This is an optimization exercise on Yosys and OpenROAD, whose aim is small area, a short achievable clock period and few clock cycles per item, not a production implementation. RTL that was checked went through simulation tests only; none was proved equivalent to the original. Power figures rest on the tool's default switching activity, not on a simulated workload.

==> module llf_rx, before the edit <==
module llf_rx (
    input  wire        clk,
    input  wire        rst,
    input  wire        rx_req_valid,
    input  wire [15:0] rx_req_cap,
    output reg         rx_req_ready,
    input  wire        src_valid,
    input  wire        src_err,
    input  wire [7:0]  src_data,
    output reg         src_ready,
    output reg         rxbuf_we,
    output wire [15:0] rxbuf_addr,
    output reg  [7:0]  rxbuf_data,
    output reg         rx_resp_valid,
    output wire [1:0]  rx_resp_status,
    output wire [15:0] rx_resp_len
);
    localparam [7:0] START_M  = 8'hFA,
                     DSTART_M = 8'hFB,
                     STOP_M   = 8'hFE;
    localparam [7:0] CRC_FA = 8'hE8,
                     CRC_FB = 8'hEF;
    reg        armed;
    reg        s_wait, s_lo, s_hi, s_hc, s_ds, s_pay, s_fc, s_stop;
    reg [3:0]  rlo;
    reg [11:0] rhi;
    reg        rpend;
    reg [15:0] idx;      
    reg [15:0] capm2;    
    reg        fresh;
    reg [7:0]  crc;
    reg        wok;      
    reg        ov;       
    reg        err_st;
    wire [7:0] b    = src_data;
    wire       step = src_valid & armed;
    wire       go   = step & ~src_err;
    assign rxbuf_addr     = idx;
    assign rx_resp_status = {1'b0, err_st};
    assign rx_resp_len    = idx;
    wire [7:0] crc_upd;
    llf_crc8 u_crc (.c(crc), .b(b), .y(crc_upd));
    wire [15:0] idx1, rhi1, reqm1;
    llf_step16 #(0) u_inc (.x(idx), .y(idx1));
    llf_step16 #(1) u_dec (.x({4'd0, rhi}), .y(rhi1));
    wire [3:0]  rlo1 = rlo - 4'd1;
    llf_step16 #(1) u_cap (.x({1'b0, capm2[15:1]}), .y(reqm1));
    wire cap_hit = idx == capm2;
    wire capnz   = capm2 != 16'hFFFE;
    wire hiz    = rhi == 12'd0;
    wire last   = hiz & (rlo == 4'd1);
    wire lenz   = hiz & (rlo == 4'd0);
    wire is_fa  = b == START_M;
    wire is_fb  = b == DSTART_M;
    wire is_fe  = b == STOP_M;
    wire crc_eq = b == crc;
    wire fc_ok  = crc_eq & ~ov;
    wire done   = step & (src_err | (s_stop & is_fe));
    wire [7:0] crc_nx = ({8{step & s_wait}} & CRC_FA) | ({8{step & s_ds}} & CRC_FB)
                      | ({8{step & ~s_wait & ~s_ds}} & crc_upd) | ({8{~step}} & crc);
    wire armed_nx = armed ? ~done : rx_req_valid;
    wire        i_ff  = go & s_ds;
    wire        i_inc = go & (s_pay | s_fc);
    wire        i_clr = step & src_err;
    wire        i_hld = ~(i_ff | i_inc | i_clr);
    wire [15:0] idx_nx = {16{i_ff}} | ({16{i_inc}} & idx1) | ({16{i_hld}} & idx);
    wire        r_lo  = go & s_lo;
    wire        r_hi  = go & s_hi;
    wire        r_dec = go & s_pay;
    wire        r_hld = ~(r_lo | r_hi | r_dec);
    wire [3:0]  rlo_nx = ({4{r_lo}} & b[3:0]) | ({4{r_dec}} & rlo1)
                       | ({4{~r_lo & ~r_dec}} & rlo);
    wire        h_dec  = rpend & ~r_lo & ~r_hi;
    wire [11:0] rhi_nx = {({8{r_hi}} & b) | ({8{h_dec}} & rhi1[11:4])
                          | ({8{~r_hi & ~h_dec}} & rhi[11:4]),
                          ({4{r_lo}} & b[7:4]) | ({4{h_dec}} & rhi1[3:0])
                          | ({4{~r_lo & ~h_dec}} & rhi[3:0])};
    wire        rpend_nx = r_dec & (rlo == 4'd0);
    wire wok_nx = (go & s_ds & capnz)
                | (wok & ~(go & s_ds) & ~(go & s_pay & cap_hit));
    wire ov_nx  = (ov & ~(go & s_ds)) | (go & s_pay & ~wok);
    always @(posedge clk) begin
        rxbuf_data <= b;
        idx <= idx_nx;
        rlo   <= rlo_nx;
        rhi   <= rhi_nx;
        rpend <= rpend_nx;
        wok <= wok_nx;
        ov  <= ov_nx;
        crc <= crc_nx;
        if (step)
            err_st <= src_err;
        if (!armed)
            capm2 <= rx_req_cap;
        else if (fresh)
            capm2 <= {reqm1[14:0], capm2[0]};
        fresh <= ~armed;
    end
    always @(posedge clk) begin
        if (rst) begin
            armed         <= 1'b0;
            src_ready     <= 1'b0;
            rx_req_ready  <= 1'b1;
            s_wait        <= 1'b1;
            s_lo          <= 1'b0;
            s_hi          <= 1'b0;
            s_hc          <= 1'b0;
            s_ds          <= 1'b0;
            s_pay         <= 1'b0;
            s_fc          <= 1'b0;
            s_stop        <= 1'b0;
            rxbuf_we      <= 1'b0;
            rx_resp_valid <= 1'b0;
        end else begin
            rxbuf_we      <= go & s_pay & wok;
            rx_resp_valid <= done;
            armed         <= armed_nx;
            src_ready     <= armed_nx;
            rx_req_ready  <= ~armed_nx;
            if (step) begin
                if (src_err) begin
                    s_wait <= 1'b1;
                    s_lo   <= 1'b0;
                    s_hi   <= 1'b0;
                    s_hc   <= 1'b0;
                    s_ds   <= 1'b0;
                    s_pay  <= 1'b0;
                    s_fc   <= 1'b0;
                    s_stop <= 1'b0;
                end else begin
                    s_wait <= (s_wait & ~is_fa) | (s_hc & ~crc_eq) | (s_ds & ~is_fb)
                            | (s_fc & ~fc_ok) | s_stop;
                    s_lo   <= s_wait & is_fa;
                    s_hi   <= s_lo;
                    s_hc   <= s_hi;
                    s_ds   <= s_hc & crc_eq;
                    s_pay  <= (s_ds & is_fb & ~lenz) | (s_pay & ~last);
                    s_fc   <= (s_ds & is_fb & lenz) | (s_pay & last);
                    s_stop <= s_fc & fc_ok;
                end
            end
        end
    end
endmodule
export LEC_CHECK = 0
export ABC_AREA = 1
export ABC_CLOCK_PERIOD_IN_PS = 1500
export CAP_MARGIN = 20
export CORE_MARGIN = 2
export CORE_UTILIZATION = 40
export CTS_BUF_LIST = sky130_fd_sc_hd__clkbuf_8
export CTS_CLUSTER_SIZE = 32
export SETUP_SLACK_MARGIN = 2.2
export SLEW_MARGIN = 20
export TNS_END_PERCENT = 0
create_clock -name core_clock -period 4.0 [get_ports {clk}]
standard.sh (not shown) runs the stock make flow with config.mk's settings and CLKGATE_MAP_FILE= SYNTH_SCRIPT=/design/flow/synth_recipe.tcl, a recipe that flattens the netlist after the stock synthesis.
==> flow/flow/run.sh <==
#!/bin/bash
# The standard layout, with the port buffers made of sky130_fd_sc_hd__buf_2
# cells instead of the default choice. Every port still gets its buffer.
bash standard.sh "BUFFER_PORTS_ARGS=-buffer_cell sky130_fd_sc_hd__buf_2" finish > standard.log 2>&1
Edit:
--- a/flow/design.v
+++ b/flow/design.v
@@ -87,12 +87,9 @@
                      CRC_FB = 8'hEF;
     reg        armed;
     reg        s_wait, s_lo, s_hi, s_hc, s_ds, s_pay, s_fc, s_stop;
-    reg [3:0]  rlo;
-    reg [11:0] rhi;
-    reg        rpend;
+    reg [15:0] rem;      
     reg [15:0] idx;      
     reg [15:0] capm2;    
-    reg        fresh;
     reg [7:0]  crc;
     reg        wok;      
     reg        ov;       
@@ -105,16 +102,14 @@
     assign rx_resp_len    = idx;
     wire [7:0] crc_upd;
     llf_crc8 u_crc (.c(crc), .b(b), .y(crc_upd));
-    wire [15:0] idx1, rhi1, reqm1;
+    wire [15:0] idx1, rem1, reqm1;
     llf_step16 #(0) u_inc (.x(idx), .y(idx1));
-    llf_step16 #(1) u_dec (.x({4'd0, rhi}), .y(rhi1));
-    wire [3:0]  rlo1 = rlo - 4'd1;
-    llf_step16 #(1) u_cap (.x({1'b0, capm2[15:1]}), .y(reqm1));
+    llf_step16 #(1) u_dec (.x(rem), .y(rem1));
+    llf_step16 #(1) u_cap (.x({1'b0, rx_req_cap[15:1]}), .y(reqm1));
     wire cap_hit = idx == capm2;
     wire capnz   = capm2 != 16'hFFFE;
-    wire hiz    = rhi == 12'd0;
-    wire last   = hiz & (rlo == 4'd1);
-    wire lenz   = hiz & (rlo == 4'd0);
+    wire last   = rem == 16'd1;
+    wire lenz   = rem == 16'd0;
     wire is_fa  = b == START_M;
     wire is_fb  = b == DSTART_M;
     wire is_fe  = b == STOP_M;
@@ -133,33 +128,23 @@
     wire        r_hi  = go & s_hi;
     wire        r_dec = go & s_pay;
     wire        r_hld = ~(r_lo | r_hi | r_dec);
-    wire [3:0]  rlo_nx = ({4{r_lo}} & b[3:0]) | ({4{r_dec}} & rlo1)
-                       | ({4{~r_lo & ~r_dec}} & rlo);
-    wire        h_dec  = rpend & ~r_lo & ~r_hi;
-    wire [11:0] rhi_nx = {({8{r_hi}} & b) | ({8{h_dec}} & rhi1[11:4])
-                          | ({8{~r_hi & ~h_dec}} & rhi[11:4]),
-                          ({4{r_lo}} & b[7:4]) | ({4{h_dec}} & rhi1[3:0])
-                          | ({4{~r_lo & ~h_dec}} & rhi[3:0])};
-    wire        rpend_nx = r_dec & (rlo == 4'd0);
+    wire [15:0] rem_nx = ({16{r_dec}} & rem1)
+                       | {({8{r_hi}} & b) | ({8{~r_hi & ~r_dec}} & rem[15:8]),
+                          ({8{r_lo}} & b) | ({8{~r_lo & ~r_dec}} & rem[7:0])};
     wire wok_nx = (go & s_ds & capnz)
                 | (wok & ~(go & s_ds) & ~(go & s_pay & cap_hit));
     wire ov_nx  = (ov & ~(go & s_ds)) | (go & s_pay & ~wok);
     always @(posedge clk) begin
         rxbuf_data <= b;
         idx <= idx_nx;
-        rlo   <= rlo_nx;
-        rhi   <= rhi_nx;
-        rpend <= rpend_nx;
+        rem <= rem_nx;
         wok <= wok_nx;
         ov  <= ov_nx;
         crc <= crc_nx;
         if (step)
             err_st <= src_err;
         if (!armed)
-            capm2 <= rx_req_cap;
-        else if (fresh)
-            capm2 <= {reqm1[14:0], capm2[0]};
-        fresh <= ~armed;
+            capm2 <= {reqm1[14:0], rx_req_cap[0]};
     end
     always @(posedge clk) begin
         if (rst) begin
- count of clock-buffer cells in the layout came out higher by 2
- sequential power came out lower by a few percent
- routed wire length came out lower slightly
- register-to-register slack is better by 0.16 ns
- combinational power came out lower by roughly a tenth
- die area is about the same
- synthesized area hardly moves
- critical path depth came out higher by 11
- maximum frequency came out higher by a few percent
- total power came out lower by a few percent
- via count came out lower slightly
- non-clock buffer count came out higher by 4
- hold slack is better by 0.0099 ns
- utilization came out higher by 0.40 points
Testbench counts after the change, summed over its fixed seeds: cycles 124,644, bytes 105,422.
Function not checked in the first run of this note: the RTL went through the layout flow alone.

static timing again, ports no longer ideal:
No port has a modelled driver above. Below, the same layouts with a new extraction and two added sets of constraints.
Step 1 sets driving cells, clkbuf_16 on the clock port and buf_2 on the other inputs (assumed; they add their load-dependent delay and slew).
Step 2 also shifts input and output timing later by t, the mid clock arrival at the registers, as if the neighbouring blocks saw the same clock.
Three values: no drivers, after step 1, after step 2; two values: the first two.
run	t (ns)	slack for setup (ns)	worst setup path after step 2	latest minus earliest clock arrival (ns)	worst register clock-pin slew, ns
the first run	0.489	2.068 / 2.027 / 1.776	input to register	0.024 / 0.023	0.10 / 0.10
the second run	0.492	2.154 / 2.127 / 1.667	input to register	0.014 / 0.014	0.09 / 0.09
After both steps setup and hold are still met in every run listed. For the second run, which loses most, drivers alone change the setup slack by -0.027 ns; drivers and shift together by -0.487 ns.
